Source: an optimization exercise on an open RTL-to-GDS flow (aim: small area). Production flows keep margins and buffers that such runs may drop.
RTL that was checked went through simulation tests only; none was proved equivalent to the original.
Only the layout flow was run in runs 2 to 5; the RTL was not checked for function there.
No activity file was given, so power comes from the tool's default toggle rates.

--- design/flow/config.mk ---
export PLATFORM = sky130hd
export DESIGN_NAME = framer_rx
export DESIGN_NICKNAME = framer_rx
export VERILOG_FILES = /design/flow/design.v
export SDC_FILE = /design/flow/constraint.sdc
export NUM_CORES = 4
export LEC_CHECK = 0
export CAP_MARGIN = 20
export CORE_MARGIN = 2
export CORE_UTILIZATION = 65
export SLEW_MARGIN = 20
--- design/flow/constraint.sdc ---
create_clock -name core_clock -period 5.0 [get_ports {clk}]
set_input_delay 1.0000 -clock core_clock [delete_from_list [all_inputs] [get_ports {clk}]]
set_output_delay 1.0000 -clock core_clock [all_outputs]
set_load 0.01 [all_outputs]
--- design/flow/design.v ---
module framer_rx (
    input  wire        clk,
    input  wire        rst,
    input  wire        in_valid,
    input  wire [7:0]  in_byte,
    input  wire        in_exhaust,
    output reg         ev_valid,
    output wire [2:0]  ev,
    output wire [2:0]  st,
    output reg         frm_byte_valid,
    output wire [7:0]  frm_byte,
    output wire [16:0] frm_len,
    output wire [31:0] frm_crc_rx,
    output wire [31:0] frm_crc_calc,
    output wire [2:0]  hdr_version,
    output wire        hdr_packet_type,
    output wire        hdr_sec_hdr_flag,
    output wire [10:0] hdr_apid,
    output wire [1:0]  hdr_seq_flags,
    output wire [13:0] hdr_seq_count,
    output wire [15:0] hdr_data_length,
    output wire [47:0] hdr_timing_info,
    output wire [7:0]  hdr_segment_number,
    output wire [7:0]  hdr_function_code,
    output wire [15:0] hdr_address_code
);
    localparam [2:0] S_IDLE  = 3'd0;
    localparam [2:0] S_SYNC  = 3'd1;
    localparam [2:0] S_PHDR  = 3'd2;
    localparam [2:0] S_SHDR  = 3'd3;
    localparam [2:0] S_DATA  = 3'd4;
    localparam [2:0] S_T1    = 3'd5;
    localparam [2:0] S_T2    = 3'd6;
    localparam [2:0] S_T3    = 3'd7;
    localparam [15:0] N_START = 16'hFFFD;
    reg  [2:0]   s;
    reg  [15:0]  n;           
    reg  [31:0]  crc;         
    reg  [15:0]  last2;       
    reg  [127:0] hdr;         
    reg  [2:0]   e;           
    reg          mm;          
    wire feed   = in_valid;
    wire [7:0] lb = last2[7:0];
    wire [31:0] crc_rx = {n, last2};
    wire [15:0] dlen = hdr[95:80];
    wire in_idle  = (s == S_IDLE);
    wire in_sync  = (s == S_SYNC);
    wire in_phdr  = (s == S_PHDR);
    wire in_shdr  = (s == S_SHDR);
    wire in_data  = (s == S_DATA);
    wire in_trail = s[2] & (s[1] | s[0]);
    wire in_hdr   = in_phdr | in_shdr;
    wire in_frame = s[2] | s[1];
    wire match     = (lb == 8'h55) && (in_byte == 8'hAA);
    wire n_is_2    = n[1] & ~n[0] & ~n[2];    
    wire n_is_12   = n[3] & n[2];             
    wire n_is_dlen = (n == 16'hFFF2);        
    wire short_len = ({lb, in_byte} < 16'd13);
    reg  [7:0] crc_byte;
    always @* begin
        case (s[1:0])
            2'd0: crc_byte = crc[31:24];
            2'd1: crc_byte = crc[23:16];
            2'd2: crc_byte = crc[15:8];
            default: crc_byte = crc[7:0];
        endcase
    end
    wire byte_ne = (in_byte != crc_byte);
    wire [31:0] crc_next;
    wire x0 = crc[0] ^ in_byte[0];
    wire x1 = crc[1] ^ in_byte[1];
    wire x2 = crc[2] ^ in_byte[2];
    wire x3 = crc[3] ^ in_byte[3];
    wire x4 = crc[4] ^ in_byte[4];
    wire x5 = crc[5] ^ in_byte[5];
    wire x6 = crc[6] ^ in_byte[6];
    wire x7 = crc[7] ^ in_byte[7];
    wire p0 = x0 ^ x1;
    wire p1 = x2 ^ x5;
    wire p2 = x3 ^ x6;
    wire p3 = x4 ^ x7;
    wire p4 = p0 ^ x4;
    wire p5 = x5 ^ x6;
    wire p6 = x1 ^ x7;
    wire p7 = x0 ^ x4;
    wire p8 = p1 ^ p2;
    wire p9 = p2 ^ p3;
    wire p10 = p3 ^ x1;
    wire p11 = p10 ^ x3;
    wire p12 = x2 ^ x3;
    wire p13 = p1 ^ p3;
    wire p14 = p0 ^ x7;
    assign crc_next[0] = ~(crc[8] ^ x2);
    assign crc_next[1] = crc[9] ^ x0 ^ x3;
    assign crc_next[2] = ~(crc[10] ^ p4);
    assign crc_next[3] = ~(crc[11] ^ p1 ^ x1);
    assign crc_next[4] = crc[12] ^ p2 ^ x0 ^ x2;
    assign crc_next[5] = crc[13] ^ p11;
    assign crc_next[6] = crc[14] ^ x4 ^ x5;
    assign crc_next[7] = ~(crc[15] ^ p5 ^ x0);
    assign crc_next[8] = ~(crc[16] ^ p6 ^ x6);
    assign crc_next[9] = ~(crc[17] ^ x7);
    assign crc_next[10] = ~(crc[18] ^ x2);
    assign crc_next[11] = ~(crc[19] ^ x3);
    assign crc_next[12] = crc[20] ^ p7;
    assign crc_next[13] = ~(crc[21] ^ p0 ^ x5);
    assign crc_next[14] = ~(crc[22] ^ x1 ^ x2 ^ x6);
    assign crc_next[15] = ~(crc[23] ^ p12 ^ x7);
    assign crc_next[16] = crc[24] ^ p12 ^ p7;
    assign crc_next[17] = ~(crc[25] ^ p4 ^ x3 ^ x5);
    assign crc_next[18] = crc[26] ^ p1 ^ p4 ^ x6;
    assign crc_next[19] = crc[27] ^ p6 ^ p8;
    assign crc_next[20] = crc[28] ^ p9;
    assign crc_next[21] = crc[29] ^ p13;
    assign crc_next[22] = crc[30] ^ p8;
    assign crc_next[23] = crc[31] ^ p9;
    assign crc_next[24] = p13 ^ x0;
    assign crc_next[25] = ~(p0 ^ p8);
    assign crc_next[26] = p0 ^ p9 ^ x2;
    assign crc_next[27] = p11 ^ x5;
    assign crc_next[28] = ~(p5 ^ p7);
    assign crc_next[29] = p14 ^ p5;
    assign crc_next[30] = ~(p14 ^ x6);
    assign crc_next[31] = ~(p6);
    always @(posedge clk) begin
        if (rst) begin
            s              <= S_IDLE;
            ev_valid       <= 1'b0;
            frm_byte_valid <= 1'b0;
        end else begin
            ev_valid       <= in_valid | in_exhaust;
            frm_byte_valid <= feed & in_frame;
            if (feed) begin
                case (s)
                    S_IDLE:  s <= S_SYNC;
                    S_SYNC:  if (match) s <= S_PHDR;
                    S_PHDR:  if (n_is_2) s <= short_len ? S_IDLE : S_SHDR;
                    S_SHDR:  if (n_is_12) s <= S_DATA;
                    S_DATA:  if (n_is_dlen) s <= S_T1;
                    S_T1:    s <= S_T2;
                    S_T2:    s <= S_T3;
                    default: s <= S_IDLE;
                endcase
            end else if (in_exhaust) begin
                s <= S_IDLE;
            end
        end
    end
    always @(posedge clk) begin
        e[0] <= feed & ((in_sync & ~match) | ((s == S_T3) & (mm | byte_ne)));
        e[1] <= feed & (s == S_T3);
        e[2] <= feed & in_phdr & n_is_2 & short_len;
        if (feed)
            mm <= (mm & in_trail) | byte_ne;
        if (feed)
            last2 <= {last2[7:0], in_byte};
        if (feed & in_hdr)
            hdr <= {hdr[119:0], in_byte};
        if (in_idle | in_sync)
            n <= N_START;
        else if (in_trail)
            begin if (feed) n <= {n[7:0], last2[15:8]}; end
        else if (feed)
            n <= (in_shdr & n_is_12) ? ~hdr[87:72] : n + 16'd1;
        if (in_idle | in_sync)
            crc <= 32'd0;
        else if (feed & (in_hdr | (in_data & ~n_is_dlen)))
            crc <= crc_next;
    end
    assign st           = {s[2], s[1] & ~s[2], s[0] & ~s[2]};
    assign ev           = e;
    assign frm_byte     = lb;
    assign frm_crc_rx   = crc_rx;
    assign frm_crc_calc = crc;
    assign frm_len      = {1'b0, dlen} + 17'd7;
    assign hdr_version        = hdr[127:125];
    assign hdr_packet_type    = hdr[124];
    assign hdr_sec_hdr_flag   = hdr[123];
    assign hdr_apid           = hdr[122:112];
    assign hdr_seq_flags      = hdr[111:110];
    assign hdr_seq_count      = hdr[109:96];
    assign hdr_data_length    = hdr[95:80];
    assign hdr_timing_info    = hdr[79:32];
    assign hdr_segment_number = hdr[31:24];
    assign hdr_function_code  = hdr[23:16];
    assign hdr_address_code   = hdr[15:0];
endmodule
--- design/flow/flow/run.sh ---
#!/bin/bash
# The standard layout (standard.sh), with these changes:
#  - synthesis maps logic with one pass of ABC's &dch/&nf mapping and no
#    buffering or upsizing (flow/synth.tcl, flow/abc_area.script);
#  - after floorplan, combinational cells are swapped to their smallest
#    drive strength (flow/downsize.tcl); later repair upsizes where needed;
#  - ports are buffered with sky130_fd_sc_hd__buf_1 instead of the larger
#    cell buffer_ports picks by default;
#  - CTS uses small clock buffers, clusters of at most 18 sinks, and
#    inserts no dummy loads.
export FLOW_WORK=$PWD
export MY_ABC_SCRIPT=$PWD/flow/abc_area.script
export POST_FLOORPLAN_TCL=$PWD/flow/downsize.tcl
export BUFFER_PORTS_ARGS="-buffer_cell sky130_fd_sc_hd__buf_1"
export CTS_ARGS="-sink_clustering_enable -sink_clustering_size 18 -sink_clustering_max_diameter 60 -repair_clock_nets -dont_use_dummy_load -buf_list {sky130_fd_sc_hd__clkbuf_2 sky130_fd_sc_hd__clkbuf_4 sky130_fd_sc_hd__clkbuf_8}"
sed "s#SYNTH_SCRIPT=[^ ]*#SYNTH_SCRIPT=$PWD/flow/synth.tcl#" standard.sh > flow_standard.sh
grep -q "SYNTH_SCRIPT=$PWD/flow/synth.tcl" flow_standard.sh || { echo "could not set SYNTH_SCRIPT" >&2; exit 1; }
bash flow_standard.sh > standard.log 2>&1
--- design/flow/flow/abc_area.script ---
&get -n
&st
&dch
&nf
&put
topo
dnsize
--- design/flow/flow/downsize.tcl ---
# Run after floorplan (POST_FLOORPLAN_TCL): swap every combinational cell that
# synthesis upsized for timing back to the smallest cell of the same function
# (same name with another drive-strength suffix). Later repair steps upsize
# again where timing needs it.
set db [ord::get_db]
set lib_masters {}
foreach lib [$db getLibs] {
  foreach m [$lib getMasters] {
    dict set lib_masters [$m getName] $m
  }
}
set dont_use $::env(DONT_USE_CELLS)
set swapped 0
foreach inst [[ord::get_db_block] getInsts] {
  set m [$inst getMaster]
  set name [$m getName]
  if {[$m getType] ne "CORE"} { continue }
  if {![regexp {^(sky130_fd_sc_hd__[a-z0-9]+)_([0-9]+)$} $name -> base drive]} { continue }
  # leave sequential cells and buffers as they are
  if {[regexp {__(df|edf|sdf|sedf|dl|buf|clk|conb|tap|fill|decap)} $base]} { continue }
  set area [expr {[$m getWidth] * [$m getHeight]}]
  set best ""
  foreach d {0 1 2} {
    set cand "${base}_$d"
    if {$cand eq $name} { continue }
    if {![dict exists $lib_masters $cand]} { continue }
    if {[lsearch -exact $dont_use $cand] >= 0} { continue }
    set cm [dict get $lib_masters $cand]
    set ca [expr {[$cm getWidth] * [$cm getHeight]}]
    if {$ca < $area} { set area $ca; set best $cand }
  }
  if {$best ne ""} {
    replace_cell [$inst getName] $best
    incr swapped
  }
}
puts "downsize: swapped $swapped cells"
--- design/flow/flow/synth.tcl ---
# The standard flow's synthesis script (synth_recipe.tcl), with ABC's logic mapping run
# with flow/abc_area.script (one &dch/&nf mapping pass, no buffering or
# upsizing) instead of ORFS's speed script.
# Flip-flops are mapped before ABC runs, so registers are unchanged.
proc abc {args} {
  set i [lsearch -exact $args -script]
  if {$i >= 0} {
    set args [lreplace $args $i [expr {$i + 1}] -script $::env(MY_ABC_SCRIPT)]
  }
  yosys abc {*}$args
}
source $::env(FLOW_WORK)/synth_recipe.tcl
--- design/flow/standard.sh ---
#!/bin/bash
# synth_recipe.tcl (not shown) runs the flow's synth.tcl, then flattens the netlist and writes it again
# the make line also repeats each setting of config.mk as NAME=value (left out here)
make -C /OpenROAD-flow-scripts/flow DESIGN_CONFIG=/design/flow/config.mk WORK_HOME=/design/flow/orfs CLKGATE_MAP_FILE= SYNTH_SCRIPT=/design/flow/synth_recipe.tcl "${@:-finish}"
==> results of run 1 <==
==> synth_stat cells (4+ instances only) <==
master | number | area (um^2)
nor2_1 | 22 | 82.58
nand2_1 | 22 | 82.58
nand2b_1 | 5 | 31.28
o21ai_0 | 65 | 325.3
o211ai_1 | 6 | 45.04
nand4_1 | 18 | 112.6
a21oi_1 | 49 | 245.2
mux4_2 | 8 | 180.2
nor3_1 | 10 | 50.05
nand3_1 | 8 | 40.04
buf_4 | 9 | 67.56
clkinv_1 | 8 | 30.03
a211oi_1 | 4 | 30.03
xor2_1 | 36 | 315.3
nor4_1 | 7 | 43.79
edfxtp_1 | 145 | 4354
xnor2_1 | 70 | 613.1
dfxtp_1 | 56 | 1121
==> worst max path at each step <==
stage	depth (start not counted)	from	to	slack, ps
2_1_floorplan	5	s[1]	crc[31]	650
3_3_place_gp	4	in_valid	hdr[125]	1590
3_5_place_dp	4	in_valid	hdr[125]	1550
4_1_cts	7	hdr[82]	frm_len[15]	1340
5_1_grt	9	hdr[80]	frm_len[14]	1130
6_report	7	hdr[82]	frm_len[15]	1340
==> metal layers <==
layer | part of all wire | track usage | wire length (um)
met5 | 0 | 0 | 0
met4 | 0.022 | 0.08032 | 442
met3 | 0.085 | 0.05021 | 1707
met2 | 0.52 | 0.5189 | 10340
met1 | 0.38 | 0.3803 | 7507
==> flip-flops by register name, indices dropped and copies added (netlist names) <==
| name | count |
|---|---|
| crc | 32 |
| mm | 1 |
| ev_valid | 1 |
| s | 3 |
| e | 3 |
| n | 16 |
| hdr | 128 |
| frm_byte_valid | 1 |
| last2 | 16 |
==> power groups by stage <==
stage	Clock (mW)	Combinational (mW)	Sequential [mW]
3_3_place_gp	0	0.240	1.88
5_1_grt	0.795	0.270	1.85
2_1_floorplan	0	0.156	1.89
6_report	0.730	0.248	1.85
3_5_place_dp	0	0.246	1.88
4_1_cts	0.742	0.247	1.85
==> cell families (layout without fill, tap and decap cells) <==
kind of cell	after synthesis	in the layout	synth area share
AO/OA/AOI/OAI	136	136	0.09202
adder cells (fa/ha/maj)	3	3	0.004648
XOR/XNOR	106	106	0.1149
flip-flops	201	201	0.6779
AND/OR/NAND/NOR	111	111	0.07220
buffers and inverters	17	267	0.01208
multiplexers	11	11	0.02618
==> critical path: cells and delay by family (launching register included) <==
kind / cells / cell delay [ps]
compound gates: 1 / 570
xor+xnor: 1 / 150
buf+inv: 1 / 180
flops: 1 / 540
simple gates: 4 / 740
==> final cells by class <==
cell class | instances | area, um^2
Multi-Input combinational cell | 367 | 2506
Inverter | 8 | 30.03
Sequential cell | 201 | 5475
Tap cell | 168 | 210.2
Fill cell | 772 | 2686
Timing Repair Buffer | 244 | 947.2
Clock buffer | 15 | 206.4
==> impl_metrics.env, run 1 <==
export IMPL_mostFrequentLayoutCells="buf_1, edfxtp_1, xnor2_1, o21ai_0, dfxtp_1"
export IMPL_netlist_area_um2=8076
export IMPL_fin_skew_ps=30.44
export IMPL_io_buffer_count=236
export IMPL_routed_wl_mm=19.99
export IMPL_final_cell_area_um2=9375
export IMPL_clkTransAtPathRegs_ps=100
export IMPL_ys_warn_count=1
export IMPL_r2r_start="s[1]"
export IMPL_ir_drop_v=0.0002585
export IMPL_cts_resized=0
export IMPL_rows=40
export IMPL_die_h_um=115.5
export IMPL_arrival_ps=2660
export IMPL_max_freq_ghz=0.2734
export IMPL_grt_pass1_wl_mm=29.88
export IMPL_power_internal_mw=2.173
export IMPL_core_um2=12060
export IMPL_drcViolationCount=0
export IMPL_critPathLaunchType="flop"
export IMPL_min_to="hdr[35]"
export IMPL_critPathSlowestCell="o311ai_0"
export IMPL_path_class="flop to primary output"
export IMPL_reg2reg_to="hdr[86]"
export IMPL_fin_tns_setup_ps=0
export IMPL_hold_violations=0
export IMPL_critical_path_max_stage_delay_ps=570
export IMPL_syn_nets=600
export IMPL_postSynthCellCount=585
export IMPL_final_period_utilization=0.7315
export IMPL_worst_slew_pin_slew_ps=1050
export IMPL_wl_per_cell_um=19.93
export IMPL_r2r_slack_ps=1800
export IMPL_crit_fanout=7
export IMPL_first_pass_iters=5
export IMPL_switchingPower_mw=0.6523
export IMPL_setup_viol=0
export IMPL_instances_no_fill=1003
export IMPL_sw_frac_of_total=0.2309
export IMPL_whs_ps=415.1
export IMPL_hold_class="flop to flop"
export IMPL_dpl_hpwl_mm=14.47
export IMPL_dieWidth_um=115.5
export IMPL_seq_power_share=0.654
export IMPL_via_per_inst=5.912
export IMPL_cts_num_sinks=201
export IMPL_cts_made_buffers=15
export IMPL_fin_nets=852
export IMPL_end_kind="primary output"
export IMPL_async_flop_share=0
export IMPL_postPlaceCellArea_um2=9169
export IMPL_synth_seq_cells=201
export IMPL_ys_seq_area_frac=0.6779
export IMPL_area_growth_pct=16.08
export IMPL_cts_buffer_depth=3
export IMPL_layout_commonest_cell="buf_1"
export IMPL_grt_overflow_total=0
export IMPL_path_cells="o311ai_0, nor2_1, and3_1, and3_1, nand4_1, xnor2_1, buf_1"
export IMPL_gp_congestion=0.9094
export IMPL_detail_route_antenna_nets=0
export IMPL_crit_required_ps=4000
export IMPL_dieArea_um2=13330
export IMPL_clock_power_share=0.258
export IMPL_status="no timing/DRC/antenna violations"
export IMPL_antenna_found_initial=0
export IMPL_post_place_ws_ps=1550
export IMPL_power_mw=2.825
export IMPL_p_comb_frac=0.088
export IMPL_cts_setup_buffers=0
export IMPL_synth_avg_cell_area_um2=13.81
export IMPL_min_period_ps=3657
export IMPL_drt_first_iter_violations=571
export IMPL_clockRootBuffer="clkbuf_8"
export IMPL_drive_above_1_share=0.03952
export IMPL_cts_tree="built"
export IMPL_synth_edf_count=145
export IMPL_io_pins=237
export IMPL_htreeDepth=1
export IMPL_numPlacedInstances=988
export IMPL_antenna_cells=0
export IMPL_power_leakage_nw=3.023
export IMPL_final_max_slew_viol_count=0
export IMPL_grt_pass1_vias=5521
export IMPL_worstHoldStart="hdr[27]"
export IMPL_synth_ff_type="edfxtp_1"
export IMPL_grt_max_degree=71
export IMPL_rsz0062_at_grt="no"
export IMPL_power_density_nw_per_um2=301.4
export IMPL_max_slew_margin_rel=0.2997
export IMPL_cts_hold_buffers=0
export IMPL_crit_top_cell="and3_1"
export IMPL_vias=5930
export IMPL_start_util=0.6696
export IMPL_maxCapViolCount=0
export IMPL_worstSkewPairLatency_ps=470
export IMPL_fin_ws_ps=1343
export IMPL_fin_util=0.7773
export IMPL_yosysUniqueCellTypes=39
export IMPL_whs_path_depth=0
export IMPL_rr_worst_depth=4
export IMPL_gr_usage_all_layers=0.2941
==> run 2: changes to the inputs <==
--- a/design/flow/design.v
+++ b/design/flow/design.v
@@ -56,6 +56,8 @@
     wire n_is_2    = n[1] & ~n[0] & ~n[2];    
     wire n_is_12   = n[3] & n[2];             
     wire n_is_dlen = (n == 16'hFFF2);        
+    wire crc_clr   = in_idle | in_sync;
+    wire crc_en    = crc_clr | (feed & (in_hdr | (in_data & ~n_is_dlen)));
     wire short_len = ({lb, in_byte} < 16'd13);
     reg  [7:0] crc_byte;
     always @* begin
@@ -163,10 +165,8 @@
             begin if (feed) n <= {n[7:0], last2[15:8]}; end
         else if (feed)
             n <= (in_shdr & n_is_12) ? ~hdr[87:72] : n + 16'd1;
-        if (in_idle | in_sync)
-            crc <= 32'd0;
-        else if (feed & (in_hdr | (in_data & ~n_is_dlen)))
-            crc <= crc_next;
+        if (crc_en)
+            crc <= crc_next & {32{~crc_clr}};
     end
     assign st           = {s[2], s[1] & ~s[2], s[0] & ~s[2]};
     assign ev           = e;
==> run 2 against run 1 <==
Compared with the run above:
- still clean
- via count decreased by 3.4%
- cell area increased by 1.3%
- largest power group unchanged
- first-iteration DRC count grew 10%
- sequential power increased by 6%
- register-to-register slack gained 420 ps
- die area is 1.2% higher
- combinational power up 98%
==> impl_metrics.env, run 2 <==
export IMPL_grt_pass1_wl_mm=28.73
export IMPL_met2_usage=0.4901
export IMPL_crit_fanout=6
export IMPL_gr_usage_all_layers=0.2835
export IMPL_worstSkewPairLatency_ps=500
export IMPL_dieArea_um2=13500
export IMPL_synth_area_leader_cell="edfxtp_1"
export IMPL_core_um2=12160
export IMPL_worst_slew_pin_slew_ps=1003
export IMPL_rows=40
export IMPL_synth_seq_cells=201
export IMPL_min_period_ps=3580
export IMPL_max_slew_margin_rel=0.3304
export IMPL_max_freq_ghz=0.2793
export IMPL_multi_input_area_um2=2301
export IMPL_hold_violations=0
export IMPL_regArea_um2=5796
export IMPL_cts_setup_buffers=0
export IMPL_synth_edf_count=177
export IMPL_drive_above_1_share=0.04332
export IMPL_routed_wl_mm=19.73
export IMPL_dieWidth_um=116.2
export IMPL_critPathLaunchType="flop"
export IMPL_met1_usage=0.3745
export IMPL_ys_warn_count=1
export IMPL_cts_hold_buffers=0
export IMPL_postSynthCellCount=558
export IMPL_io_pins=237
export IMPL_htreeDepth=1
export IMPL_ys_seq_area_frac=0.7085
export IMPL_setup_viol=0
export IMPL_crit_required_ps=4000
export IMPL_start_util=0.6726
export IMPL_area_growth_pct=16.09
export IMPL_end_kind="primary output"
export IMPL_drt_first_iter_violations=629
export IMPL_grt_max_degree=49
export IMPL_maxCapViolCount=0
export IMPL_grtUsageMet3=0.05501
export IMPL_cts_resized=0
export IMPL_synth_ff_type="edfxtp_1"
export IMPL_clockRootBuffer="clkbuf_8"
export IMPL_fin_ws_ps=1420
export IMPL_post_place_ws_ps=1700
export IMPL_drcViolationCount=0
export IMPL_async_flop_share=0
export IMPL_netlist_area_um2=8180
export IMPL_whs_ps=444.6
export IMPL_layout_commonest_cell="buf_1"
export IMPL_critPathSlowestCell="edfxtp_1"
export IMPL_num_fill_cells=812
export IMPL_crit_top_cell="and4_1"
export IMPL_rsz0062_at_grt="no"
export IMPL_synth_top_area_share=0.6497
export IMPL_io_buffer_count=236
export IMPL_syn_nets=573
export IMPL_largest_reg_flops=128
export IMPL_via_per_inst=5.869
export IMPL_antenna_found_initial=0
export IMPL_power_leakage_nw=3.082
export IMPL_clkTransAtPathRegs_ps=110
export IMPL_status="no timing/DRC/antenna violations"
export IMPL_critical_path_max_stage_delay_ps=450
export IMPL_yosysMostFrequentCell="edfxtp_1"
export IMPL_final_max_slew_viol_count=0
export IMPL_r2r_slack_ps=2220
export IMPL_die_h_um=116.2
export IMPL_reg_largest_list="hdr: 128 flops, crc: 32 flops"
export IMPL_cts_made_buffers=16
export IMPL_path_cells="clkinv_1, ha_1, nand2b_1, and4_1, nand4_1, nor2_1, and3_1, and4_1, buf_1"
export IMPL_final_period_utilization=0.7161
export IMPL_synth_avg_cell_area_um2=14.66
export IMPL_fin_skew_ps=55.32
export IMPL_ir_drop_v=0.0002581
export IMPL_detail_route_antenna_nets=0
export IMPL_arrival_ps=2580
export IMPL_vias=5728
export IMPL_synth_common_cells="edfxtp_1, xnor2_1, o21ai_0, nor2_1, a21oi_1"
export IMPL_top_register="hdr"
export IMPL_cts_tree="built"
export IMPL_grt_pass1_vias=5179
export IMPL_fin_nets=825
export IMPL_fin_tns_setup_ps=0
export IMPL_synthTopCellsByArea="edfxtp_1, xnor2_1, dfxtp_1"
export IMPL_power_density_nw_per_um2=338.6
export IMPL_top_usage_layer="met2"
export IMPL_hold_class="flop to flop"
export IMPL_path_class="flop to primary output"
export IMPL_gp_congestion=0.9451
export IMPL_mostFrequentLayoutCells="buf_1, edfxtp_1, xnor2_1, o21ai_0, nor2_1"
export IMPL_yosysUniqueCellTypes=37
export IMPL_first_pass_iters=6
export IMPL_cts_buffer_depth=3
export IMPL_grt_overflow_total=0
export IMPL_antenna_cells=0
export IMPL_wl_per_cell_um=20.22
export IMPL_cts_num_sinks=201
export IMPL_dpl_hpwl_mm=14.36
## run 2: changes by cell type after synthesis, sizes merged, moves of 3 or more
cell / change
edfxtp: +32
nor2: +20
o211ai: -5
dfxtp: -32
xor2: -7
a211o: +3
o21ai: -14
xnor2: -6
a21oi: -11
## run 2: critical path: cells and delay by family (launching register included)
family / cells / cell delay (ps)
fa+ha+maj: 1 / 230
simple gates: 6 / 1130
flops: 1 / 450
buf+inv: 2 / 280
## run 2: layout make-up
type,instances,area share
Clock buffer,16,0.02319
Inverter,8,0.003162
Multi-Input combinational cell,340,0.2423
Sequential cell,201,0.6103
Tap cell,168,0.02213
Timing Repair Buffer,243,0.09895
## run 2: through the flow
stage          instance area (um^2)  cells  utilization  power [mW]
3_3_place_gp                   9276    960       0.7628       2.472
4_1_cts                        9497    976       0.7809       3.221
3_5_place_dp                   9276    960       0.7628       2.486
6_report                       9497    976       0.7809       3.215
2_1_floorplan                  8182    558            -       2.333
5_1_grt                        9497    976       0.7809       3.330
## run 2: per-layer routing
metal,up-vias,share of wire
met3,30,0.093
met1,2766,0.38
li1,2590,-
met2,342,0.50
met5,-,0
met4,0,0.022
## run 2: logic make-up (layout without fill, tap and decap cells)
group / after synthesis / count (layout) / synth area share
flip-flops: 201 / 201 / 0.7085
AND/OR/NAND/NOR: 128 / 128 / 0.07908
AO/OA/AOI/OAI: 106 / 106 / 0.07174
XOR/XNOR: 93 / 93 / 0.09957
buffers and inverters: 17 / 267 / 0.01193
multiplexers: 10 / 10 / 0.02462
adder cells (fa/ha/maj): 3 / 3 / 0.004589
## run 2: path summary, 6_finish.rpt
path,start,to,cells after the start
worst max-delay path,hdr[80],frm_len[16],9
worst min-delay path,hdr[20],hdr[28],0
worst max register to register,n[1],s[2],7
worst min register to register,hdr[20],hdr[28],0
## run 2: power by group
group	internal, mW	total (mW)	switching (mW)
clock network	0.289	0.762	0.472
registers	1.89	1.96	0.0768
logic	0.197	0.491	0.294
total	2.37	3.22	0.843
==> run 3: changes to the inputs <==
--- a/design/flow/design.v
+++ b/design/flow/design.v
@@ -7,7 +7,7 @@
     output reg         ev_valid,
     output wire [2:0]  ev,
     output wire [2:0]  st,
-    output reg         frm_byte_valid,
+    output wire        frm_byte_valid,
     output wire [7:0]  frm_byte,
     output wire [16:0] frm_len,
     output wire [31:0] frm_crc_rx,
@@ -56,8 +56,6 @@
     wire n_is_2    = n[1] & ~n[0] & ~n[2];    
     wire n_is_12   = n[3] & n[2];             
     wire n_is_dlen = (n == 16'hFFF2);        
-    wire crc_clr   = in_idle | in_sync;
-    wire crc_en    = crc_clr | (feed & (in_hdr | (in_data & ~n_is_dlen)));
     wire short_len = ({lb, in_byte} < 16'd13);
     reg  [7:0] crc_byte;
     always @* begin
@@ -129,10 +127,8 @@
         if (rst) begin
             s              <= S_IDLE;
             ev_valid       <= 1'b0;
-            frm_byte_valid <= 1'b0;
         end else begin
             ev_valid       <= in_valid | in_exhaust;
-            frm_byte_valid <= feed & in_frame;
             if (feed) begin
                 case (s)
                     S_IDLE:  s <= S_SYNC;
@@ -165,12 +161,17 @@
             begin if (feed) n <= {n[7:0], last2[15:8]}; end
         else if (feed)
             n <= (in_shdr & n_is_12) ? ~hdr[87:72] : n + 16'd1;
-        if (crc_en)
-            crc <= crc_next & {32{~crc_clr}};
+        if (in_idle | in_sync)
+            crc <= 32'd0;
+        else if (feed & (in_hdr | (in_data & ~n_is_dlen)))
+            crc <= crc_next;
     end
     assign st           = {s[2], s[1] & ~s[2], s[0] & ~s[2]};
     assign ev           = e;
     assign frm_byte     = lb;
+    assign frm_byte_valid = ev_valid & (s[2] | (s[1] & s[0]) |
+                                        (s[1] & ~(n[2] & ~n[1] & n[0])) |
+                                        e[1] | e[2]);
     assign frm_crc_rx   = crc_rx;
     assign frm_crc_calc = crc;
     assign frm_len      = {1'b0, dlen} + 17'd7;
==> run 3 against run 2 <==
Compared with the run above:
- still clean on timing, DRC and antenna
- global-route usage grew 1.8 points
- flip-flop and latch count shrank 1
- register-to-register slack gained 220 ps
- critical path type unchanged
==> impl_metrics.env, run 3 <==
export IMPL_postSynthCellCount=585
export IMPL_ys_warn_count=1
export IMPL_grtUsageMet3=0.07960
export IMPL_synth_edf_count=145
export IMPL_drt_first_iter_violations=662
export IMPL_crit_required_ps=4000
export IMPL_end_kind="primary output"
export IMPL_first_pass_iters=5
export IMPL_path_class="flop to primary output"
export IMPL_min_period_ps=3696
export IMPL_hold_class="flop to flop"
export IMPL_setup_viol=0
export IMPL_clkTransAtPathRegs_ps=80
export IMPL_fin_tns_setup_ps=0
export IMPL_worst_slew_pin_slew_ps=895.8
export IMPL_synth_avg_cell_area_um2=13.77
export IMPL_detail_route_antenna_nets=0
export IMPL_rr_worst_depth=5
export IMPL_worstSkewPairLatency_ps=480
export IMPL_cts_tree="built"
export IMPL_maxCapViolCount=0
export IMPL_io_pins=237
export IMPL_power_leakage_nw=3.065
export IMPL_whs_path_depth=0
export IMPL_arrival_ps=2700
export IMPL_max_freq_ghz=0.2705
export IMPL_cts_setup_buffers=0
export IMPL_yosysUniqueCellTypes=40
export IMPL_synthTopCellsByArea="edfxtp_1, dfxtp_1, xnor2_1"
export IMPL_cts_resized=0
export IMPL_rows=40
export IMPL_sw_frac_of_total=0.2689
export IMPL_dieWidth_um=115.3
export IMPL_htreeDepth=4
export IMPL_top_usage_layer="met2"
export IMPL_async_flop_share=0
export IMPL_seq_power_share=0.611
export IMPL_antenna_found_initial=0
export IMPL_synth_area_leader_cell="edfxtp_1"
export IMPL_top_register="hdr"
export IMPL_clock_power_share=0.239
export IMPL_routed_wl_mm=19.91
export IMPL_gr_usage_all_layers=0.3013
export IMPL_met1_usage=0.3843
export IMPL_wl_per_cell_um=19.81
export IMPL_cts_num_sinks=200
export IMPL_reg_largest_list="hdr: 128 flops, crc: 32 flops"
export IMPL_rsz0062_at_grt="no"
export IMPL_cts_hold_buffers=0
export IMPL_netlist_area_um2=8053
export IMPL_layout_commonest_cell="buf_1"
export IMPL_critPathLaunchType="flop"
export IMPL_synth_common_cells="edfxtp_1, xnor2_1, o21ai_0, dfxtp_1, a21oi_1"
export IMPL_io_buffer_count=236
export IMPL_grt_pass1_wl_mm=29.95
export IMPL_gp_congestion=0.9095
export IMPL_start_util=0.6676
export IMPL_power_internal_mw=2.346
export IMPL_power_density_nw_per_um2=341.5
export IMPL_dpl_hpwl_mm=14.22
export IMPL_critical_path_max_stage_delay_ps=480
export IMPL_synth_ff_type="edfxtp_1"
export IMPL_crit_fanout=6
export IMPL_yosysMostFrequentCell="edfxtp_1"
export IMPL_final_max_slew_viol_count=0
export IMPL_die_h_um=115.3
export IMPL_path_cells="clkinv_1, ha_1, nand2b_1, nand4_1, nor3_1, and3_1, nand3_1, xnor2_1, buf_1"
export IMPL_switchingPower_mw=0.8625
export IMPL_largest_reg_flops=128
export IMPL_grt_max_degree=108
export IMPL_fin_util=0.7788
export IMPL_max_slew_margin_rel=0.4020
export IMPL_hold_violations=0
export IMPL_final_period_utilization=0.7393
export IMPL_clockRootBuffer="clkbuf_8"
export IMPL_core_um2=12060
export IMPL_status="no timing/DRC/antenna violations"
export IMPL_ir_drop_v=0.0004822
export IMPL_grt_overflow_total=0
export IMPL_mostFrequentLayoutCells="buf_1, edfxtp_1, xnor2_1, o21ai_0, dfxtp_1"
export IMPL_dieArea_um2=13300
export IMPL_p_comb_frac=0.151
export IMPL_fin_skew_ps=39.29
export IMPL_ys_seq_area_frac=0.6774
export IMPL_met2_usage=0.4967
export IMPL_synth_seq_cells=200
export IMPL_grt_pass1_vias=5527
export IMPL_fin_nets=854
export IMPL_critPathSlowestCell="edfxtp_1"
export IMPL_syn_nets=600
export IMPL_drcViolationCount=0
export IMPL_via_per_inst=5.959
export IMPL_synth_top_area_share=0.5407
export IMPL_area_growth_pct=16.66
export IMPL_cts_buffer_depth=2
export IMPL_antenna_cells=0
export IMPL_cts_made_buffers=17
export IMPL_drive_above_1_share=0.04182
export IMPL_vias=5989
-- run 3: cell families (layout without fill, tap and decap cells) --
logic type	count (synthesis)	in the layout	synth area share
flops	200	200	0.6774
compound gates	141	141	0.1001
simple gates	117	117	0.07412
xor+xnor	100	100	0.1088
buf+inv	15	267	0.01119
mux	9	9	0.02377
fa+ha+maj	3	3	0.004662
-- run 3: worst paths after layout --
kind,startpoint,endpoint,slack (ps)
worst max register to register,s[1],crc[0],2440
worst max-delay path,hdr[81],frm_len[14],1300
worst min register to register,hdr[102],hdr[110],450
worst min-delay path,hdr[102],hdr[110],450
-- run 3: per-layer routing --
layer,vias to the layer above,routed length (um),part of all wire
li1,2702,-,-
met1,2862,7489,0.38
met2,375,10170,0.51
met3,50,1728,0.087
met4,0,527,0.026
met5,-,0,0
-- run 3: metrics by stage --
step	power [mW]	hold slack, ps	instances	setup slack (ps)	area (um^2)
2_1_floorplan	2.298	468.4	585	820.3	8054
3_3_place_gp	2.454	427.5	988	1951	9160
5_1_grt	3.325	460.2	1005	1111	9394
6_report	3.208	445.3	1005	1304	9394
3_5_place_dp	2.471	432.4	988	1780	9160
4_1_cts	3.215	448.3	1005	1276	9394
-- run 3: critical path, delay by kind of cell, from the launching register on --
family	cells	cell delay (ps)
flip-flops	1	480
XOR/XNOR	1	180
AND/OR/NAND/NOR	5	1090
buffers and inverters	2	290
adder cells (fa/ha/maj)	1	220
-- run 3: cell type report --
type / instances / area, um^2
multi-input combinational: 370 / 2512
tap: 168 / 210.2
timing repair buffer: 244 / 959.7
fill: 782 / 2668
inverter: 6 / 22.52
clock buffer: 17 / 234.0
sequential: 200 / 5455
-- run 3: power groups by stage --
stage	Combinational, mW	Clock (mW)	Sequential [mW]
final	0.483	0.766	1.96
after global routing	0.529	0.826	1.97
after CTS	0.479	0.778	1.96
after detailed placement	0.476	0	1.99
after global placement	0.465	0	1.99
after floorplan	0.296	0	2.00
==> run 4: changes to the inputs <==
--- a/design/flow/design.v
+++ b/design/flow/design.v
@@ -7,7 +7,7 @@
     output reg         ev_valid,
     output wire [2:0]  ev,
     output wire [2:0]  st,
-    output wire        frm_byte_valid,
+    output reg         frm_byte_valid,
     output wire [7:0]  frm_byte,
     output wire [16:0] frm_len,
     output wire [31:0] frm_crc_rx,
@@ -38,8 +38,7 @@
     reg  [31:0]  crc;         
     reg  [15:0]  last2;       
     reg  [127:0] hdr;         
-    reg  [2:0]   e;           
-    reg          mm;          
+    reg  [1:0]   e;
     wire feed   = in_valid;
     wire [7:0] lb = last2[7:0];
     wire [31:0] crc_rx = {n, last2};
@@ -57,16 +56,6 @@
     wire n_is_12   = n[3] & n[2];             
     wire n_is_dlen = (n == 16'hFFF2);        
     wire short_len = ({lb, in_byte} < 16'd13);
-    reg  [7:0] crc_byte;
-    always @* begin
-        case (s[1:0])
-            2'd0: crc_byte = crc[31:24];
-            2'd1: crc_byte = crc[23:16];
-            2'd2: crc_byte = crc[15:8];
-            default: crc_byte = crc[7:0];
-        endcase
-    end
-    wire byte_ne = (in_byte != crc_byte);
     wire [31:0] crc_next;
     wire x0 = crc[0] ^ in_byte[0];
     wire x1 = crc[1] ^ in_byte[1];
@@ -127,8 +116,10 @@
         if (rst) begin
             s              <= S_IDLE;
             ev_valid       <= 1'b0;
+            frm_byte_valid <= 1'b0;
         end else begin
             ev_valid       <= in_valid | in_exhaust;
+            frm_byte_valid <= feed & in_frame;
             if (feed) begin
                 case (s)
                     S_IDLE:  s <= S_SYNC;
@@ -146,11 +137,8 @@
         end
     end
     always @(posedge clk) begin
-        e[0] <= feed & ((in_sync & ~match) | ((s == S_T3) & (mm | byte_ne)));
-        e[1] <= feed & (s == S_T3);
-        e[2] <= feed & in_phdr & n_is_2 & short_len;
-        if (feed)
-            mm <= (mm & in_trail) | byte_ne;
+        e[0] <= feed & ((in_sync & ~match) | (in_phdr & n_is_2 & short_len));
+        e[1] <= feed & ((s == S_T3) | (in_phdr & n_is_2 & short_len));
         if (feed)
             last2 <= {last2[7:0], in_byte};
         if (feed & in_hdr)
@@ -167,11 +155,9 @@
             crc <= crc_next;
     end
     assign st           = {s[2], s[1] & ~s[2], s[0] & ~s[2]};
-    assign ev           = e;
+    assign ev           = {e[1] & e[0], e[1] & ~e[0],
+                           (e[0] & ~e[1]) | (e[1] & ~e[0] & (crc_rx != crc))};
     assign frm_byte     = lb;
-    assign frm_byte_valid = ev_valid & (s[2] | (s[1] & s[0]) |
-                                        (s[1] & ~(n[2] & ~n[1] & n[0])) |
-                                        e[1] | e[2]);
     assign frm_crc_rx   = crc_rx;
     assign frm_crc_calc = crc;
     assign frm_len      = {1'b0, dlen} + 17'd7;
==> run 4 against run 3 <==
Compared with the run above:
- combinational power is 44% lower
- area after synthesis is 1.0% higher
- non-clock buffer count is 1 higher
- hold slack worse by 7.3 ps
- critical path depth is 3 lower
- final cell count is 2.3% higher
- fmax is 0.26% higher
- global-route usage is 0.31 points lower
- via count hardly changed
- cell area is 0.99% higher
- highest routed layer unchanged
==> impl_metrics.env, run 4 <==
export IMPL_path_class="flop to primary output"
export IMPL_gp_congestion=0.9317
export IMPL_synth_common_cells="edfxtp_1, o21ai_0, xor2_1, xnor2_1"
export IMPL_detail_route_antenna_nets=0
export IMPL_dieArea_um2=13430
export IMPL_final_cell_area_um2=9487
export IMPL_gr_usage_all_layers=0.2981
export IMPL_grt_max_degree=73
export IMPL_fin_skew_ps=29.25
export IMPL_arrival_ps=2690
export IMPL_cts_setup_buffers=0
export IMPL_max_freq_ghz=0.2712
export IMPL_io_buffer_count=236
export IMPL_synth_area_leader_cell="edfxtp_1"
export IMPL_dpl_hpwl_mm=14.49
export IMPL_crit_fanout=7
export IMPL_clockRootBuffer="clkbuf_8"
export IMPL_rows=40
export IMPL_ys_warn_count=1
export IMPL_synthTopCellsByArea="edfxtp_1, dfxtp_1, xor2_1"
export IMPL_top_register="hdr"
export IMPL_grt_pass1_vias=5447
export IMPL_antenna_found_initial=0
export IMPL_ys_seq_area_frac=0.6668
export IMPL_setup_viol=0
export IMPL_critPathLaunchType="flop"
export IMPL_vias=5992
export IMPL_power_leakage_nw=3.152
export IMPL_end_kind="primary output"
export IMPL_critical_path_max_stage_delay_ps=500
export IMPL_postSynthCellCount=607
export IMPL_final_period_utilization=0.7374
export IMPL_postPlaceCellArea_um2=9253
export IMPL_min_period_ps=3687
export IMPL_synth_ff_type="edfxtp_1"
export IMPL_crit_required_ps=4000
export IMPL_via_per_inst=5.829
export IMPL_first_pass_iters=5
export IMPL_io_pins=237
export IMPL_synth_top_area_share=0.5314
export IMPL_start_util=0.6718
export IMPL_rsz0062_at_grt="no"
export IMPL_layout_commonest_cell="buf_1"
export IMPL_synth_edf_count=144
export IMPL_num_fill_cells=809
export IMPL_path_cells="o311ai_0, or3_1, nor3_1, nand3_1, xnor2_1, buf_1"
export IMPL_r2r_start="s[1]"
export IMPL_syn_nets=622
export IMPL_cts_tree="built"
export IMPL_synth_seq_cells=199
export IMPL_htreeDepth=4
export IMPL_fin_tns_setup_ps=0
export IMPL_cts_num_sinks=199
export IMPL_hold_class="flop to flop"
export IMPL_clkTransAtPathRegs_ps=90
export IMPL_fin_nets=877
export IMPL_die_h_um=115.9
export IMPL_dieWidth_um=115.9
export IMPL_ir_drop_v=0.0003400
export IMPL_power_density_nw_per_um2=303.3
export IMPL_antenna_cells=0
export IMPL_grt_overflow_total=0
export IMPL_cts_buffer_depth=2
export IMPL_startpoint="hdr[84]"
export IMPL_core_um2=12110
export IMPL_worstSkewPairLatency_ps=460
export IMPL_yosysMostFrequentCell="edfxtp_1"
export IMPL_routed_wl_mm=20.13
export IMPL_maxCapViolCount=0
export IMPL_yosysUniqueCellTypes=37
export IMPL_final_max_slew_viol_count=0
export IMPL_largest_reg_flops=128
export IMPL_synth_avg_cell_area_um2=13.40
export IMPL_drcViolationCount=0
export IMPL_worst_slew_pin_slew_ps=1013
export IMPL_cts_made_buffers=17
export IMPL_reg_largest_list="hdr: 128 flops, crc: 32 flops"
export IMPL_status="no timing/DRC/antenna violations"
export IMPL_worstHoldStart="hdr[96]"
export IMPL_cts_hold_buffers=0
export IMPL_async_flop_share=0
export IMPL_wl_per_cell_um=19.58
export IMPL_max_slew_margin_rel=0.3242
export IMPL_netlist_area_um2=8137
export IMPL_drive_above_1_share=0.03488
export IMPL_grt_pass1_wl_mm=29.61
export IMPL_area_growth_pct=16.59
export IMPL_hold_violations=0
export IMPL_critPathSlowestCell="edfxtp_1"
export IMPL_drt_first_iter_violations=632
export IMPL_mostFrequentLayoutCells="buf_1, edfxtp_1, o21ai_0, xor2_1, xnor2_1"
export IMPL_cts_resized=0
[run 4: logic make-up (layout without fill, tap and decap cells)]
logic type | count (synthesis) | count (layout) | share of synthesized area
AOI/OAI and AO/OA | 149 | 149 | 0.09919
adders and majority gates | 3 | 3 | 0.004614
buffers and inverters | 17 | 270 | 0.01199
xor gates and xnor gates | 131 | 131 | 0.1427
DFF | 199 | 199 | 0.6668
muxes | 3 | 3 | 0.003844
and+or+nand+nor | 105 | 105 | 0.07089
[run 4: where the power goes]
group / leakage [nW] / switching (mW) / total, mW / internal [mW]
clock network: 0.122 / 0.456 / 0.758 / 0.301
logic: 1.27 / 0.168 / 0.271 / 0.103
registers: 1.76 / 0.0475 / 1.85 / 1.80
[run 4: area by class of cell]
class	instances	area [um^2]	share of cell area
clock buffers	17	234.0	0.02466
inverters	8	30.03	0.003165
multi-input cells	391	2634	0.2776
flip-flops and latches	199	5425	0.5719
well taps	168	210.2	0.02216
repair buffers	245	953.4	0.1005
[run 4: critical path: cells and delay by family (launching register included)]
| family | cells | cell delay (ps) |
|---|---|---|
| buffers and inverters | 1 | 170 |
| xor gates and xnor gates | 1 | 170 |
| AOI/OAI and AO/OA | 1 | 350 |
| and+or+nand+nor | 3 | 1060 |
| DFF | 1 | 500 |
[run 4: metrics by stage]
step | total power [mW] | hold slack [ps] | utilization | std cells | setup slack (ps)
floorplan | 2.058 | 499.0 | - | 607 | 651.1
global placement | 2.146 | 427.6 | 0.7639 | 1011 | 1826
detailed placement | 2.152 | 430.1 | 0.7639 | 1011 | 1709
CTS | 2.878 | 437.7 | 0.7833 | 1028 | 1300
global route | 2.968 | 444.1 | 0.7833 | 1028 | 1107
finish | 2.877 | 438.0 | 0.7833 | 1028 | 1313
[run 4: worst paths after layout]
kind                               endpoint  slack (ps)  cells past startpoint
worst min register to register     hdr[104]         440                      0
worst max register to register      crc[15]        1950                      6
worst max-delay path            frm_len[15]        1310                      6
worst min-delay path               hdr[104]         440                      0
[run 4: per-layer routing]
| metal | share of wire | track usage |
|---|---|---|
| met4 | 0.020 | 0.08413 |
| met3 | 0.088 | 0.08054 |
| met2 | 0.49 | 0.4850 |
| met1 | 0.40 | 0.4014 |
| met5 | 0 | 0 |
==> run 5: changes to the inputs <==
--- a/design/flow/design.v
+++ b/design/flow/design.v
@@ -38,7 +38,8 @@
     reg  [31:0]  crc;         
     reg  [15:0]  last2;       
     reg  [127:0] hdr;         
-    reg  [1:0]   e;
+    reg  [2:0]   e;           
+    reg          mm;          
     wire feed   = in_valid;
     wire [7:0] lb = last2[7:0];
     wire [31:0] crc_rx = {n, last2};
@@ -56,7 +57,86 @@
     wire n_is_12   = n[3] & n[2];             
     wire n_is_dlen = (n == 16'hFFF2);        
     wire short_len = ({lb, in_byte} < 16'd13);
+    reg  [7:0] crc_byte;
+    always @* begin
+        case (s[1:0])
+            2'd0: crc_byte = crc[31:24];
+            2'd1: crc_byte = crc[23:16];
+            2'd2: crc_byte = crc[15:8];
+            default: crc_byte = crc[7:0];
+        endcase
+    end
+    wire byte_ne = (in_byte != crc_byte);
     wire [31:0] crc_next;
+    framer_rx_crc8 u_crc8 (.crc(crc), .in_byte(in_byte), .crc_next(crc_next));
+    always @(posedge clk) begin
+        if (rst) begin
+            s              <= S_IDLE;
+            ev_valid       <= 1'b0;
+            frm_byte_valid <= 1'b0;
+        end else begin
+            ev_valid       <= in_valid | in_exhaust;
+            frm_byte_valid <= feed & in_frame;
+            if (feed) begin
+                case (s)
+                    S_IDLE:  s <= S_SYNC;
+                    S_SYNC:  if (match) s <= S_PHDR;
+                    S_PHDR:  if (n_is_2) s <= short_len ? S_IDLE : S_SHDR;
+                    S_SHDR:  if (n_is_12) s <= S_DATA;
+                    S_DATA:  if (n_is_dlen) s <= S_T1;
+                    S_T1:    s <= S_T2;
+                    S_T2:    s <= S_T3;
+                    default: s <= S_IDLE;
+                endcase
+            end else if (in_exhaust) begin
+                s <= S_IDLE;
+            end
+        end
+    end
+    always @(posedge clk) begin
+        e[0] <= feed & ((in_sync & ~match) | ((s == S_T3) & (mm | byte_ne)));
+        e[1] <= feed & (s == S_T3);
+        e[2] <= feed & in_phdr & n_is_2 & short_len;
+        if (feed)
+            mm <= (mm & in_trail) | byte_ne;
+        if (feed)
+            last2 <= {last2[7:0], in_byte};
+        if (feed & in_hdr)
+            hdr <= {hdr[119:0], in_byte};
+        if (in_idle | in_sync)
+            n <= N_START;
+        else if (in_trail)
+            begin if (feed) n <= {n[7:0], last2[15:8]}; end
+        else if (feed)
+            n <= (in_shdr & n_is_12) ? ~hdr[87:72] : n + 16'd1;
+        if (in_idle | in_sync)
+            crc <= 32'd0;
+        else if (feed & (in_hdr | (in_data & ~n_is_dlen)))
+            crc <= crc_next;
+    end
+    assign st           = {s[2], s[1] & ~s[2], s[0] & ~s[2]};
+    assign ev           = e;
+    assign frm_byte     = lb;
+    assign frm_crc_rx   = crc_rx;
+    assign frm_crc_calc = crc;
+    assign frm_len      = {1'b0, dlen} + 17'd7;
+    assign hdr_version        = hdr[127:125];
+    assign hdr_packet_type    = hdr[124];
+    assign hdr_sec_hdr_flag   = hdr[123];
+    assign hdr_apid           = hdr[122:112];
+    assign hdr_seq_flags      = hdr[111:110];
+    assign hdr_seq_count      = hdr[109:96];
+    assign hdr_data_length    = hdr[95:80];
+    assign hdr_timing_info    = hdr[79:32];
+    assign hdr_segment_number = hdr[31:24];
+    assign hdr_function_code  = hdr[23:16];
+    assign hdr_address_code   = hdr[15:0];
+endmodule
+module framer_rx_crc8 (
+    input  wire [31:0] crc,
+    input  wire [7:0]  in_byte,
+    output wire [31:0] crc_next
+);
     wire x0 = crc[0] ^ in_byte[0];
     wire x1 = crc[1] ^ in_byte[1];
     wire x2 = crc[2] ^ in_byte[2];
@@ -112,64 +192,4 @@
     assign crc_next[29] = p14 ^ p5;
     assign crc_next[30] = ~(p14 ^ x6);
     assign crc_next[31] = ~(p6);
-    always @(posedge clk) begin
-        if (rst) begin
-            s              <= S_IDLE;
-            ev_valid       <= 1'b0;
-            frm_byte_valid <= 1'b0;
-        end else begin
-            ev_valid       <= in_valid | in_exhaust;
-            frm_byte_valid <= feed & in_frame;
-            if (feed) begin
-                case (s)
-                    S_IDLE:  s <= S_SYNC;
-                    S_SYNC:  if (match) s <= S_PHDR;
-                    S_PHDR:  if (n_is_2) s <= short_len ? S_IDLE : S_SHDR;
-                    S_SHDR:  if (n_is_12) s <= S_DATA;
-                    S_DATA:  if (n_is_dlen) s <= S_T1;
-                    S_T1:    s <= S_T2;
-                    S_T2:    s <= S_T3;
-                    default: s <= S_IDLE;
-                endcase
-            end else if (in_exhaust) begin
-                s <= S_IDLE;
-            end
-        end
-    end
-    always @(posedge clk) begin
-        e[0] <= feed & ((in_sync & ~match) | (in_phdr & n_is_2 & short_len));
-        e[1] <= feed & ((s == S_T3) | (in_phdr & n_is_2 & short_len));
-        if (feed)
-            last2 <= {last2[7:0], in_byte};
-        if (feed & in_hdr)
-            hdr <= {hdr[119:0], in_byte};
-        if (in_idle | in_sync)
-            n <= N_START;
-        else if (in_trail)
-            begin if (feed) n <= {n[7:0], last2[15:8]}; end
-        else if (feed)
-            n <= (in_shdr & n_is_12) ? ~hdr[87:72] : n + 16'd1;
-        if (in_idle | in_sync)
-            crc <= 32'd0;
-        else if (feed & (in_hdr | (in_data & ~n_is_dlen)))
-            crc <= crc_next;
-    end
-    assign st           = {s[2], s[1] & ~s[2], s[0] & ~s[2]};
-    assign ev           = {e[1] & e[0], e[1] & ~e[0],
-                           (e[0] & ~e[1]) | (e[1] & ~e[0] & (crc_rx != crc))};
-    assign frm_byte     = lb;
-    assign frm_crc_rx   = crc_rx;
-    assign frm_crc_calc = crc;
-    assign frm_len      = {1'b0, dlen} + 17'd7;
-    assign hdr_version        = hdr[127:125];
-    assign hdr_packet_type    = hdr[124];
-    assign hdr_sec_hdr_flag   = hdr[123];
-    assign hdr_apid           = hdr[122:112];
-    assign hdr_seq_flags      = hdr[111:110];
-    assign hdr_seq_count      = hdr[109:96];
-    assign hdr_data_length    = hdr[95:80];
-    assign hdr_timing_info    = hdr[79:32];
-    assign hdr_segment_number = hdr[31:24];
-    assign hdr_function_code  = hdr[23:16];
-    assign hdr_address_code   = hdr[15:0];
 endmodule
==> design/flow/flow/run.sh (replaced) <==
#!/bin/bash
# The standard layout (standard.sh), with these changes:
#  - synthesis maps the CRC XOR module with its own ABC script
#    (flow/synth.tcl, flow/abc_xor.script);
#  - after floorplan, combinational cells are swapped to their smallest
#    drive strength (flow/downsize.tcl); later repair upsizes where needed;
#  - ports are buffered with sky130_fd_sc_hd__buf_1 instead of the larger
#    cell buffer_ports picks by default;
#  - CTS uses small clock buffers and inserts no dummy loads.
export FLOW_WORK=$PWD
export XOR_ABC_SCRIPT=$PWD/flow/abc_xor.script
export POST_FLOORPLAN_TCL=$PWD/flow/downsize.tcl
export BUFFER_PORTS_ARGS="-buffer_cell sky130_fd_sc_hd__buf_1"
export CTS_ARGS="-repair_clock_nets -dont_use_dummy_load -buf_list {sky130_fd_sc_hd__clkbuf_2 sky130_fd_sc_hd__clkbuf_4 sky130_fd_sc_hd__clkbuf_8}"
sed "s#SYNTH_SCRIPT=[^ ]*#SYNTH_SCRIPT=$PWD/flow/synth.tcl#" standard.sh > flow_standard.sh
grep -q "SYNTH_SCRIPT=$PWD/flow/synth.tcl" flow_standard.sh || { echo "could not set SYNTH_SCRIPT" >&2; exit 1; }
bash flow_standard.sh > standard.log 2>&1
==> design/flow/flow/abc_xor.script (new file) <==
strash
map -a
==> design/flow/flow/synth.tcl (replaced) <==
# The standard flow's synthesis script (synth_recipe.tcl), with ABC run separately on the
# two modules: the top module with the script ORFS gives, and the CRC XOR
# network (framer_rx_crc8) with flow/abc_xor.script, which maps it to plain
# 2-input XOR cells. Flip-flops are mapped before ABC runs, so registers
# are unchanged.
proc abc {args} {
  set i [lsearch -exact $args -script]
  set xargs [lreplace $args $i [expr {$i + 1}] -script $::env(XOR_ABC_SCRIPT)]
  yosys abc {*}$args framer_rx
  yosys abc {*}$xargs framer_rx_crc8
}
source $::env(FLOW_WORK)/synth_recipe.tcl
--- a/design/flow/config.mk
+++ b/design/flow/config.mk
@@ -9,3 +9,5 @@
 export CORE_MARGIN = 2
 export CORE_UTILIZATION = 65
 export SLEW_MARGIN = 20
+export SYNTH_HIERARCHICAL = 1
+export SYNTH_MINIMUM_KEEP_SIZE = 0
removed: design/flow/flow/abc_area.script
==> run 5 against run 4 <==
Compared with the run above:
- cell area is 1.2% higher
- wire length is 3.7% higher
- flip-flop and latch count is 2 higher
- sequential power hardly changed
- area after synthesis is 4.1% higher
- combinational power hardly changed
- worst setup slack better by 290 ps
- fmax is 8.7% higher
- critical path depth is 3 higher
- die area is 4.0% higher
- final cell count is 3.1% higher
- synthesized cell count is 9.6% higher
- critical path type is now primary input to flop
- largest cell class unchanged
==> impl_metrics.env, run 5 <==
export IMPL_dieWidth_um=118.2
export IMPL_vias=6280
export IMPL_p_comb_frac=0.093
export IMPL_fin_util=0.7580
export IMPL_synth_area_leader_cell="edfxtp_1"
export IMPL_wl_per_cell_um=19.69
export IMPL_io_buffer_count=236
export IMPL_synth_seq_cells=201
export IMPL_regArea_um2=5475
export IMPL_final_max_slew_viol_count=0
export IMPL_drt_first_iter_violations=713
export IMPL_multi_input_area_um2=2661
export IMPL_power_leakage_nw=3.103
export IMPL_dieArea_um2=13970
export IMPL_fin_tns_setup_ps=0
export IMPL_whs_path_depth=0
export IMPL_via_per_inst=5.925
export IMPL_synth_common_cells="edfxtp_1, dfxtp_1, xor2_1, a21oi_1, xnor2_1"
export IMPL_crit_required_ps=5370
export IMPL_drcViolationCount=0
export IMPL_start_util=0.6687
export IMPL_routed_wl_mm=20.87
export IMPL_critPathLaunchType="primary input"
export IMPL_netlist_area_um2=8473
export IMPL_synth_ff_type="edfxtp_1"
export IMPL_grt_max_degree=99
export IMPL_ys_seq_area_frac=0.6462
export IMPL_fin_skew_ps=34.71
export IMPL_synth_avg_cell_area_um2=12.74
export IMPL_yosysUniqueCellTypes=56
export IMPL_sw_frac_of_total=0.2330
export IMPL_top_register="hdr"
export IMPL_yosysMostFrequentCell="edfxtp_1"
export IMPL_cts_tree="built"
export IMPL_r2r_slack_ps=2020
export IMPL_grt_pass1_wl_mm=32.14
export IMPL_htreeDepth=4
export IMPL_fin_nets=904
export IMPL_first_pass_iters=5
export IMPL_final_period_utilization=0.6785
export IMPL_hold_class="flop to flop"
export IMPL_gp_congestion=0.9375
export IMPL_max_freq_ghz=0.2948
export IMPL_crit_end="crc[17]"
export IMPL_die_h_um=118.2
export IMPL_rows=41
export IMPL_setup_viol=0
export IMPL_worst_slew_pin_slew_ps=948.3
export IMPL_path_class="primary input to flop"
export IMPL_max_slew_margin_rel=0.3655
export IMPL_cts_buffer_depth=2
export IMPL_power_mw=2.886
export IMPL_end_kind="flop"
export IMPL_r2r_start="crc[0]"
export IMPL_drive_above_1_share=0.04397
export IMPL_antenna_found_initial=1
export IMPL_rsz0062_at_grt="no"
export IMPL_cts_resized=0
export IMPL_reg2reg_to="crc[17]"
export IMPL_power_density_nw_per_um2=300.5
export IMPL_postSynthCellCount=665
export IMPL_reg_largest_list="hdr: 128 flops, crc: 32 flops"
export IMPL_switchingPower_mw=0.6725
export IMPL_largest_reg_flops=128
export IMPL_cts_hold_buffers=0
export IMPL_synthTopCellsByArea="edfxtp_1, dfxtp_1, xor2_1"
export IMPL_cts_setup_buffers=0
export IMPL_ir_drop_v=0.0002435
export IMPL_grt_pass1_vias=5869
export IMPL_rr_worst_depth=8
export IMPL_maxCapViolCount=0
export IMPL_gr_usage_all_layers=0.2981
export IMPL_syn_nets=680
export IMPL_status="no timing/DRC/antenna violations"
export IMPL_clkTransAtPathRegs_ps=80
export IMPL_clock_power_share=0.264
export IMPL_async_flop_share=0
export IMPL_io_pins=237
export IMPL_mostFrequentLayoutCells="buf_1, edfxtp_1, dfxtp_1, xor2_1, a21oi_1"
export IMPL_detail_route_antenna_nets=0
export IMPL_area_growth_pct=13.35
export IMPL_grt_overflow_total=0
export IMPL_layout_commonest_cell="buf_1"
export IMPL_startpoint="in_byte[0]"
export IMPL_ys_warn_count=7
export IMPL_crit_fanout=6
export IMPL_core_um2=12670
export IMPL_power_internal_mw=2.214
export IMPL_synth_top_area_share=0.5139
export IMPL_arrival_ps=3770
export IMPL_cts_num_sinks=201
export IMPL_hold_violations=0
export IMPL_dpl_hpwl_mm=14.64
export IMPL_cts_made_buffers=17
export IMPL_worstSkewPairLatency_ps=480
export IMPL_clockRootBuffer="clkbuf_8"
export IMPL_seq_power_share=0.643
export IMPL_num_fill_cells=889
export IMPL_min_period_ps=3393
export IMPL_synth_edf_count=145
[run 5: cell count changes in the layout (fill, tap and decap cells not counted), sizes merged, moves of 9 or more]
cell / change
nor2: +12
nand2: +28
nand3: +36
xor2: -14
nor4: -13
o21ai: -32
xnor2: -18
inv: +11
a211oi: -9
[run 5: per-layer routing]
layer	part of all wire	routed length (um)	vias up	global-route usage
met2	0.50	10430	381	0.4855
met1	0.38	8021	3020	0.3904
met4	0.021	431	0	0.1084
li1	-	-	2841	-
met3	0.096	1995	38	0.07529
met5	0	0	-	0
[run 5: final cells by class]
type	instances	area share
timing repair buffer	244	0.09862
inverter	17	0.007165
tap	172	0.02241
clock buffer	17	0.02436
sequential	201	0.5701
antenna	1	0.0002606
multi-input combinational	408	0.2771
[run 5: per-module statistics from Yosys (local to each module, per instance)]
| module | cell area [um^2] | times used | cells |
|---|---|---|---|
| framer_rx_crc8 | 666.9 | 1 | 86 |
| framer_rx | 7806 | 1 | 579 |
[run 5: worst min-delay path by stage]
| stage | startpoint | to | slack [ps] |
|---|---|---|---|
| floorplan | s[2] | e[1] | 480 |
| finish | hdr[39] | hdr[47] | 440 |
| detailed placement | hdr[35] | hdr[43] | 430 |
| CTS | hdr[39] | hdr[47] | 440 |
| global route | hdr[62] | hdr[70] | 450 |
| global placement | hdr[36] | hdr[44] | 430 |
[run 5: through the flow]
step                hold WS [ps]  setup slack (ps)  area [um^2]  instances
floorplan                  483.9              1282         8474        665
global route               451.0              1360         9602       1059
global placement           427.4              1337         9368       1042
CTS                        435.3              1597         9602       1059
finish                     439.0              1607         9604       1060
detailed placement         431.8              1126         9368       1042
[run 5: logic make-up (layout without fill, tap and decap cells)]
logic type                 count (synthesis)  count (layout)  synth area share
DFF                                      201             201            0.6462
xor gates and xnor gates                  98              98            0.1013
muxes                                      9               9           0.02259
adders and majority gates                  3               3          0.004430
AOI/OAI and AO/OA                        129             129           0.09126
and+or+nand+nor                          169             169            0.1038
buffers and inverters                     56             278           0.03042
other                                      0               1                 0
[run 5: power by group through the flow]
stage / clock network (mW) / registers (mW) / logic (mW)
after floorplan: 0 / 1.90 / 0.177
after global placement: 0 / 1.89 / 0.260
after detailed placement: 0 / 1.89 / 0.264
after CTS: 0.777 / 1.85 / 0.266
after global routing: 0.835 / 1.86 / 0.292
final: 0.763 / 1.86 / 0.268
[run 5: worst max-delay path: stages]
cell	delay, ps
buf_1	280
xor2_1	580
xor2_1	630
xor2_1	390
xor2_1	230
xor2_1	210
xor2_1	150
o21ai_0	100
a21oi_1	190

-- afterwards: timing with drivers on the ports --
No port has a modelled driver above. Below, the same layouts with a new extraction and two added sets of constraints.
Step 1: set_driving_cell puts a clkbuf_16 on clk and a buf_2 on each other input, an assumption about the parent block.
Step 2 moves the port delays by t, midway between the first and last clock arrival at a register: inputs arrive t later, outputs are due t later. That takes back most of the time a late clock gives input paths.
Slacks: no drivers / after step 1 / after step 2; pairs: no drivers / after step 1.
run | t (ns) | slack for setup (ns) | clock arrival spread, ns | worst data-port slew with drivers (ns)
run 1 | 0.495 | 1.343 / 1.307 / 1.543 | 0.031 / 0.032 | 0.03
run 2 | 0.506 | 1.420 / 1.385 / 1.598 | 0.055 / 0.055 | 0.03
run 3 | 0.497 | 1.304 / 1.265 / 1.762 | 0.042 / 0.042 | 0.03
run 4 | 0.485 | 1.313 / 1.274 / 1.678 | 0.034 / 0.034 | 0.04
run 5 | 0.493 | 1.607 / 1.624 / 1.130 | 0.044 / 0.045 | 0.07
After both steps setup and hold are still met in every run listed. The setup slack of run 5, which loses most, moves by +0.017 ns with the drivers and by -0.477 ns with both steps.
